Source: an optimization exercise on an open RTL-to-GDS flow (aim: small area, a short achievable clock period and few clock cycles). Production flows keep margins and buffers that such runs may drop.
At most, simulation tests tie the RTL to the original design; equivalence was not proved.
Power and IR drop assume default switching activity.

==> nickel: inputs <==
==> flow/design.v <==
module csa20_core (
    input  wire        clk,
    input  wire        rst,           
    output reg         mem_valid,
    output reg         mem_we,
    output reg  [10:0] mem_addr,
    output reg  [19:0] mem_wdata,
    input  wire        mem_ready,
    input  wire [19:0] mem_rdata,
    output wire        halted,
    output wire [1:0]  halt_code,     
    output wire [3:0]  mfr,
    output wire        cc_ov,
    output wire        cc_uf
);
    localparam [5:0] OP_LDR = 6'd1,  OP_STR = 6'd2,  OP_LDA = 6'd3,  OP_AMR = 6'd4,
                     OP_SMR = 6'd5,  OP_AIR = 6'd6,  OP_SIR = 6'd7,  OP_LDX = 6'd33,
                     OP_STX = 6'd34;
    localparam [11:0] BOOT_PC       = 12'd10;
    localparam [11:0] FAULT_ENTRY   = 12'd43;
    localparam [10:0] FAULT_PC_SAVE = 11'd4;
    reg s_f;         
    reg s_a1;        
    reg s_a2;        
    reg s_op;        
    reg s_h;         
    reg [11:0] pc;           
    reg [19:0] gpr [0:3];
    reg [12:0] ix  [1:3];
    reg [1:0]  mfr_r;        
    reg        ov_r, uf_r;
    reg [1:0]  hcode;
    reg        c_ldr, c_st, c_ldx, c_alu, c_stx, c_sub, c_lda;
    reg        c_stx0;       
    reg        c_ldt0;       
    reg [1:0]  rf, xf;
    reg        ind;
    reg [19:0] ea;           
    reg        flt;          
    reg        flt_op;       
    reg        pend;         
    assign halted    = s_h;
    assign halt_code = hcode;
    assign mfr       = {2'b00, mfr_r};
    assign cc_ov     = ov_r;
    assign cc_uf     = uf_r;
    wire [12:0] ix_x   = (xf == 2'd0) ? 13'd0 : ix[xf];
    wire [1:0]  ix_tgt = c_lda ? rf : xf;
    wire fault = flt | pc[11];
    always @(*) begin
        mem_valid = ~s_h;
        mem_we    = fault | (s_op & c_st);
        mem_addr  = fault ? FAULT_PC_SAVE : (s_f ? pc[10:0] : ea[10:0]);
        mem_wdata = fault ? {8'd0, pc} : (c_stx ? {7'd0, ix_x} : gpr[rf]);
    end
    wire xfer = ~s_h & mem_ready;
    wire [5:0] d_op = mem_rdata[19:14];
    wire [1:0] d_r  = mem_rdata[13:12];
    wire [1:0] d_x  = mem_rdata[11:10];
    wire d_ldr = (d_op == OP_LDR);
    wire d_str = (d_op == OP_STR);
    wire d_lda = (d_op == OP_LDA);
    wire d_ldx = (d_op == OP_LDX) | d_lda;
    wire d_amr = (d_op == OP_AMR) | (d_op == OP_SMR);
    wire d_imm = (d_op == OP_AIR) | (d_op == OP_SIR);
    wire d_stx = (d_op == OP_STX);
    wire d_sub = (d_op == OP_SMR) | (d_op == OP_SIR);
    wire d_legal = d_ldr | d_str | d_ldx | d_amr | d_imm | d_stx;
    wire d_direct = (d_x == 2'd0) & ~mem_rdata[9];
    wire d_stx0 = d_stx & (d_x == 2'd0);
    wire d_ldt0 = (d_lda & (d_r == 2'd0)) | ((d_op == OP_LDX) & (d_x == 2'd0));
    wire [13:0] ea_sum = {1'b0, ix_x} + {1'b0, mem_rdata[12:0]};
    wire        ea_ovf = (|mem_rdata[19:13]) | (|ea_sum[13:11]);
    wire        rd_ovf = |mem_rdata[19:11];
    wire [19:0] alu_a  = gpr[rf];
    wire [19:0] alu_bb = c_sub ? ~ea : ea;
    wire [20:0] alu_s  = {1'b0, alu_a} + {1'b0, alu_bb} + {20'd0, c_sub};
    wire        alu_sg = alu_s[20] ^ alu_a[19] ^ alu_bb[19];
    wire        alu_ov = alu_s[20] & (~c_sub | (ea != 20'd0));
    wire        alu_uf = alu_sg & (~alu_s[19] | (alu_s[18:0] == 19'd0));
    wire gpr_ld  = s_op & c_ldr & ~flt;
    wire ix_ld   = s_op & c_ldx & ~flt;
    wire [19:0] gpr_wd = rst ? 20'd0 : (pend ? alu_s[19:0] : mem_rdata);
    wire [12:0] ix_wd  = rst ? 13'd0 : mem_rdata[12:0];
    integer k;
    always @(posedge clk) begin
        for (k = 0; k < 4; k = k + 1)
            if (rst || ((pend || gpr_ld) && rf == k))
                gpr[k] <= gpr_wd;
        for (k = 1; k < 4; k = k + 1)
            if (rst || (ix_ld && ix_tgt == k))
                ix[k] <= ix_wd;
    end
    always @(posedge clk) begin
        if (rst) begin
            s_f    <= 1'b1;
            s_a1   <= 1'b0;
            s_a2   <= 1'b0;
            s_op   <= 1'b0;
            s_h    <= 1'b0;
            pc     <= BOOT_PC;
            mfr_r  <= 2'd0;
            ov_r   <= 1'b0;
            uf_r   <= 1'b0;
            hcode  <= 2'd0;
            flt    <= 1'b0;
            pend   <= 1'b0;
        end else begin
            if (pend) begin
                ov_r <= alu_ov;
                uf_r <= alu_uf;
                pend <= 1'b0;
            end
            if (fault) begin
                if (xfer) begin
                    mfr_r <= {1'b1, ~(flt & flt_op)};
                    pc    <= FAULT_ENTRY;
                    flt   <= 1'b0;
                    s_f   <= 1'b1;
                    s_a1  <= 1'b0;
                    s_a2  <= 1'b0;
                    s_op  <= 1'b0;
                end
            end else if (s_f) begin
                if (xfer) begin
                    c_ldr  <= d_ldr;
                    c_st   <= d_str | d_stx;
                    c_ldx  <= d_ldx;
                    c_lda  <= d_lda;
                    c_alu  <= d_amr;
                    c_stx  <= d_stx;
                    c_sub  <= d_sub;
                    c_stx0 <= d_stx0;
                    c_ldt0 <= d_ldt0;
                    rf     <= d_r;
                    xf     <= d_x;
                    ind    <= mem_rdata[9];
                    ea     <= {12'd0, mem_rdata[7:0]};
                    flt_op <= ~d_legal;
                    if (!d_legal) begin
                        flt <= 1'b1;
                    end else if (d_imm) begin
                        pend <= 1'b1;
                        pc   <= pc + 12'd1;
                    end else if (d_direct) begin
                        s_f <= 1'b0;
                        if (d_stx0 || d_ldt0) begin
                            hcode <= 2'd1;
                            s_h   <= 1'b1;
                        end else begin
                            s_op <= 1'b1;
                        end
                    end else begin
                        s_f  <= 1'b0;
                        s_a1 <= 1'b1;
                    end
                end
            end else if (s_a1) begin
                if (xfer) begin
                    ea[10:0]  <= ea_sum[10:0];
                    ea[19:11] <= mem_rdata[19:11];
                    s_a1 <= 1'b0;
                    if (ind) begin
                        flt  <= ea_ovf;
                        s_a2 <= 1'b1;
                    end else if (ea_ovf) begin
                        flt  <= 1'b1;
                        s_op <= 1'b1;
                    end else if (c_ldt0) begin
                        hcode <= 2'd1;
                        s_h   <= 1'b1;
                    end else begin
                        s_op <= 1'b1;
                    end
                end
            end else if (s_a2) begin
                if (xfer) begin
                    ea   <= mem_rdata;
                    s_a2 <= 1'b0;
                    if (c_stx0 || (c_ldt0 && !rd_ovf)) begin
                        hcode <= 2'd1;
                        s_h   <= 1'b1;
                    end else begin
                        flt  <= rd_ovf;
                        s_op <= 1'b1;
                    end
                end
            end else if (s_op) begin
                if (xfer) begin
                    if (c_ldx && mem_rdata[19:13] != 7'd0) begin
                        hcode <= 2'd2;
                        s_op  <= 1'b0;
                        s_h   <= 1'b1;
                    end else begin
                        if (c_alu) begin
                            ea   <= mem_rdata;
                            pend <= 1'b1;
                        end
                        pc   <= pc + 12'd1;
                        s_op <= 1'b0;
                        s_f  <= 1'b1;
                    end
                end
            end
        end
    end
endmodule
==> flow/flow/run.sh <==
#!/bin/bash
# The standard layout, with timing repair aiming at 6 ns of setup slack.
set -euo pipefail
export SETUP_SLACK_MARGIN=6
bash standard.sh SETUP_SLACK_MARGIN=6 finish > standard_flow.log 2>&1
==> flow/standard.sh <==
#!/bin/bash
# synth_recipe.tcl (not shown) runs the flow's synth.tcl, then flattens the netlist and writes it again
# the make line also repeats each setting of config.mk as NAME=value (left out here)
make -C /OpenROAD-flow-scripts/flow DESIGN_CONFIG=/design/flow/config.mk WORK_HOME=/design/flow/orfs CLKGATE_MAP_FILE= SYNTH_SCRIPT=/design/flow/synth_recipe.tcl "${@:-finish}"
==> flow/config.mk <==
export PLATFORM = sky130hd
export DESIGN_NAME = csa20_core
export DESIGN_NICKNAME = csa20_core
export VERILOG_FILES = /design/flow/design.v
export SDC_FILE = /design/flow/constraint.sdc
export NUM_CORES = 4
export LEC_CHECK = 0
export CAP_MARGIN = 20
export CORE_MARGIN = 2
export CORE_UTILIZATION = 60
export SLEW_MARGIN = 20
==> flow/constraint.sdc <==
create_clock -name core_clock -period 10.0 [get_ports {clk}]
set_input_delay 2.0000 -clock core_clock [delete_from_list [all_inputs] [get_ports {clk}]]
set_output_delay 2.0000 -clock core_clock [all_outputs]
set_load 0.01 [all_outputs]
==> xenon (differences from nickel) <==
==> flow/design.v (replaced) <==
module csa20_core (
    input  wire        clk,
    input  wire        rst,           
    output reg         mem_valid,
    output reg         mem_we,
    output reg  [10:0] mem_addr,
    output reg  [19:0] mem_wdata,
    input  wire        mem_ready,
    input  wire [19:0] mem_rdata,
    output wire        halted,
    output wire [1:0]  halt_code,     
    output wire [3:0]  mfr,
    output wire        cc_ov,
    output wire        cc_uf
);
    localparam [5:0] OP_LDR = 6'd1,  OP_STR = 6'd2,  OP_LDA = 6'd3,  OP_AMR = 6'd4,
                     OP_SMR = 6'd5,  OP_AIR = 6'd6,  OP_SIR = 6'd7,  OP_LDX = 6'd33,
                     OP_STX = 6'd34;
    localparam [12:0] BOOT_PC       = 13'd10;
    localparam [12:0] FAULT_ENTRY   = 13'd43;
    localparam [10:0] FAULT_PC_SAVE = 11'd4;
    reg s_f;         
    reg s_a1;        
    reg s_a2;        
    reg s_op;        
    reg s_flt;       
    reg s_h;         
    reg [12:0] pc;
    reg [19:0] gpr [0:3];
    reg [12:0] ix  [1:3];
    reg [1:0]  mfr_r;        
    reg        ov_r, uf_r;
    reg [1:0]  hcode;
    reg        c_ldr, c_str, c_ldx, c_alu, c_stx, c_sub, c_lda;
    reg [1:0]  rf, xf;
    reg        ind;
    reg [19:0] ea;           
    reg        eovf;         
    reg        pend;         
    assign halted    = s_h;
    assign halt_code = hcode;
    assign mfr       = {2'b00, mfr_r};
    assign cc_ov     = ov_r;
    assign cc_uf     = uf_r;
    wire [12:0] ix_x   = (xf == 2'd0) ? 13'd0 : ix[xf];
    wire [1:0]  ix_tgt = c_lda ? rf : xf;
    wire stx_halt = c_stx & (xf == 2'd0);
    wire ldx_halt = c_ldx & (ix_tgt == 2'd0);
    wire op_halt  = stx_halt | (~eovf & ldx_halt);
    wire pc_ovf = |pc[12:11];
    wire fault  = (s_f & pc_ovf) | s_flt | (s_a2 & eovf) | (s_op & eovf & ~stx_halt);
    always @(*) begin
        mem_valid = ~s_h & ~(s_op & op_halt);
        mem_we    = fault | (s_op & (c_str | c_stx));
        mem_addr  = fault ? FAULT_PC_SAVE : (s_f ? pc[10:0] : ea[10:0]);
        mem_wdata = fault ? {7'd0, pc} : (c_stx ? {7'd0, ix_x} : gpr[rf]);
    end
    wire xfer = mem_valid & mem_ready;
    wire [5:0] d_op = mem_rdata[19:14];
    wire d_ldr = (d_op == OP_LDR);
    wire d_str = (d_op == OP_STR);
    wire d_lda = (d_op == OP_LDA);
    wire d_ldx = (d_op == OP_LDX) | d_lda;
    wire d_amr = (d_op == OP_AMR) | (d_op == OP_SMR);
    wire d_imm = (d_op == OP_AIR) | (d_op == OP_SIR);
    wire d_stx = (d_op == OP_STX);
    wire d_sub = (d_op == OP_SMR) | (d_op == OP_SIR);
    wire d_legal = d_ldr | d_str | d_ldx | d_amr | d_imm | d_stx;
    wire d_direct = (mem_rdata[11:10] == 2'd0) & ~mem_rdata[9];
    wire [20:0] ea_sum = {8'd0, ix_x} + {1'b0, mem_rdata};
    wire [19:0] alu_a  = gpr[rf];
    wire [19:0] alu_bb = c_sub ? ~ea : ea;
    wire [20:0] alu_s  = {1'b0, alu_a} + {1'b0, alu_bb} + {20'd0, c_sub};
    wire        alu_sg = alu_s[20] ^ alu_a[19] ^ alu_bb[19];
    wire        alu_ov = alu_s[20] & (~c_sub | (ea != 20'd0));
    wire        alu_uf = alu_sg & (~alu_s[19] | (alu_s[18:0] == 19'd0));
    always @(posedge clk) begin
        if (rst) begin
            s_f    <= 1'b1;
            s_a1   <= 1'b0;
            s_a2   <= 1'b0;
            s_op   <= 1'b0;
            s_flt  <= 1'b0;
            s_h    <= 1'b0;
            pc     <= BOOT_PC;
            gpr[0] <= 20'd0;
            gpr[1] <= 20'd0;
            gpr[2] <= 20'd0;
            gpr[3] <= 20'd0;
            ix[1]  <= 13'd0;
            ix[2]  <= 13'd0;
            ix[3]  <= 13'd0;
            mfr_r  <= 2'd0;
            ov_r   <= 1'b0;
            uf_r   <= 1'b0;
            hcode  <= 2'd0;
            pend   <= 1'b0;
        end else begin
            if (pend) begin
                gpr[rf] <= alu_s[19:0];
                ov_r    <= alu_ov;
                uf_r    <= alu_uf;
                pend    <= 1'b0;
            end
            if (fault) begin
                if (xfer) begin
                    mfr_r <= {1'b1, ~s_flt};
                    pc    <= FAULT_ENTRY;
                    s_f   <= 1'b1;
                    s_a2  <= 1'b0;
                    s_op  <= 1'b0;
                    s_flt <= 1'b0;
                end
            end else if (s_f) begin
                if (xfer) begin
                    c_ldr <= d_ldr;
                    c_str <= d_str;
                    c_ldx <= d_ldx;
                    c_lda <= d_lda;
                    c_alu <= d_amr;
                    c_stx <= d_stx;
                    c_sub <= d_sub;
                    rf    <= mem_rdata[13:12];
                    xf    <= mem_rdata[11:10];
                    ind   <= mem_rdata[9];
                    ea    <= {12'd0, mem_rdata[7:0]};
                    eovf  <= 1'b0;
                    if (!d_legal) begin
                        s_f   <= 1'b0;
                        s_flt <= 1'b1;
                    end else if (d_imm) begin
                        pend <= 1'b1;
                        pc   <= pc + 13'd1;
                    end else if (d_direct) begin
                        s_f  <= 1'b0;
                        s_op <= 1'b1;
                    end else begin
                        s_f  <= 1'b0;
                        s_a1 <= 1'b1;
                    end
                end
            end else if (s_a1) begin
                if (xfer) begin
                    ea   <= ea_sum[19:0];
                    eovf <= |ea_sum[20:11];
                    s_a1 <= 1'b0;
                    s_a2 <= ind;
                    s_op <= ~ind;
                end
            end else if (s_a2) begin
                if (xfer) begin
                    ea   <= mem_rdata;
                    eovf <= |mem_rdata[19:11];
                    s_a2 <= 1'b0;
                    s_op <= 1'b1;
                end
            end else if (s_op) begin
                if (op_halt) begin
                    hcode <= 2'd1;
                    s_op  <= 1'b0;
                    s_h   <= 1'b1;
                end else if (xfer) begin
                    if (c_ldx && mem_rdata > 20'd8191) begin
                        hcode <= 2'd2;
                        s_op  <= 1'b0;
                        s_h   <= 1'b1;
                    end else begin
                        if (c_ldr)
                            gpr[rf] <= mem_rdata;
                        if (c_ldx)
                            ix[ix_tgt] <= mem_rdata[12:0];
                        if (c_alu) begin
                            ea   <= mem_rdata;
                            pend <= 1'b1;
                        end
                        pc   <= pc + 13'd1;
                        s_op <= 1'b0;
                        s_f  <= 1'b1;
                    end
                end
            end
        end
    end
endmodule
==> flow/run.sh (new file) <==
#!/bin/bash
# synth_recipe.tcl (not shown) runs the flow's synth.tcl, then flattens the netlist and writes it again
# the make line also repeats each setting of config.mk as NAME=value (left out here)
make -C /OpenROAD-flow-scripts/flow DESIGN_CONFIG=/design/flow/config.mk WORK_HOME=/design/flow/orfs CLKGATE_MAP_FILE= SYNTH_SCRIPT=/design/flow/synth_recipe.tcl finish
Settings changed: CORE_UTILIZATION 60 to 40.
removed: flow/flow/run.sh
removed: flow/standard.sh
==> onyx (differences from nickel) <==
Settings changed: CORE_UTILIZATION 60 to 40.
==> maple (differences from nickel) <==
==> flow/run.sh (new file) <==
#!/bin/bash
# synth_recipe.tcl (not shown) runs the flow's synth.tcl, then flattens the netlist and writes it again
# the make line also repeats each setting of config.mk as NAME=value (left out here)
make -C /OpenROAD-flow-scripts/flow DESIGN_CONFIG=/design/flow/config.mk WORK_HOME=/design/flow/orfs CLKGATE_MAP_FILE= SYNTH_SCRIPT=/design/flow/synth_recipe.tcl finish
Settings changed: CORE_UTILIZATION 60 to 40, SETUP_SLACK_MARGIN set to 5.
removed: flow/flow/run.sh
removed: flow/standard.sh
==> qor summary <==
quantity	maple	onyx	xenon	nickel
Slowest stage delay, CP	0.70 ns	0.40 ns	0.99 ns	0.62 ns
XOR/XNOR Fraction of Synth Area	0.04473	0.04473	0.04932	0.04473
Utilization after layout	0.4740	0.5128	0.4635	0.7570
Post-synthesis compound-gate area fraction	0.1242	0.1242	0.1024	0.1242
Power per cell area	165.2 mW/mm²	161.1 mW/mm²	165.5 mW/mm²	162.8 mW/mm²
Hold Crit Endpoint	mfr_r[0]$_SDFFE_PP0P_	mfr_r[0]$_SDFFE_PP0P_	hcode[1]$_SDFFE_PP0P_	mfr_r[0]$_SDFFE_PP0P_
Syn Area/Cell	11.17 µm²	11.17 µm²	10.75 µm²	11.17 µm²
Number of buffers and inverters on the critical path	1	4	2	1
Number of rows in the core area	57	57	61	47
Sort of element at the start of the critical path	flop	flop	input pin	flop
DP Area	0.01096 mm²	0.01103 mm²	0.01217 mm²	0.01088 mm²
Endpoint class of the critical path	output port	output port	flop	flop
Worst Path Class, Setup	flop to output port	flop to output port	input pin to flop	flop to flop
Met3 Wirelength	1502 µm	1670 µm	1881 µm	2382 µm
Cell depth of the worst hold path	1	1	2	1
Result of the run	no timing/DRC/antenna violations	no timing/DRC/antenna violations	no timing/DRC/antenna violations	no timing/DRC/antenna violations
Setup repair after global routing missed its margin	no	yes	no	yes
Die Span X	162.0 µm	162.0 µm	171.2 µm	133.0 µm
Vias in the first global route	7049	7309	7774	7680
Routed vias/inst	5.689	5.723	5.547	6.429
Testbench counts of xenon, summed over its fixed seeds: cycles 19,217.
Function not checked in nickel, onyx and maple: the RTL went through the layout flow alone.

-- what the ideal ports hide --
The flow's constraints put no driver on any port. The routed layouts listed below were extracted and timed again, unchanged, in two steps. Step 1 (the two cells are an assumption about what drives the block):
set clk [get_ports {clk}]
set_driving_cell -lib_cell sky130_fd_sc_hd__clkbuf_16 $clk
set_driving_cell -lib_cell sky130_fd_sc_hd__buf_2 [delete_from_list [all_inputs] $clk]
Step 2 adds t to the input delays and takes it off the output delays; t is the mean of the earliest and latest rising clock arrival at the registers after step 1. Input paths then give back, and output paths get back, about the clock's delay inside the block. Slacks: ideal / step 1 / step 2; pairs: ideal / step 1.
run	t, ns	slack for setup (ns)	worst data-port slew with drivers (ns)
nickel	0.475	5.783 / 5.741 / 5.538	0.04
xenon	0.489	3.715 / 3.718 / 3.229	0.06
onyx	0.485	5.872 / 5.823 / 5.530	0.05
maple	0.472	5.095 / 5.051 / 4.782	0.03
After both steps setup and hold are still met in every run listed. For xenon, which loses most, drivers alone change the setup slack by +0.003 ns; drivers and shift together by -0.486 ns.
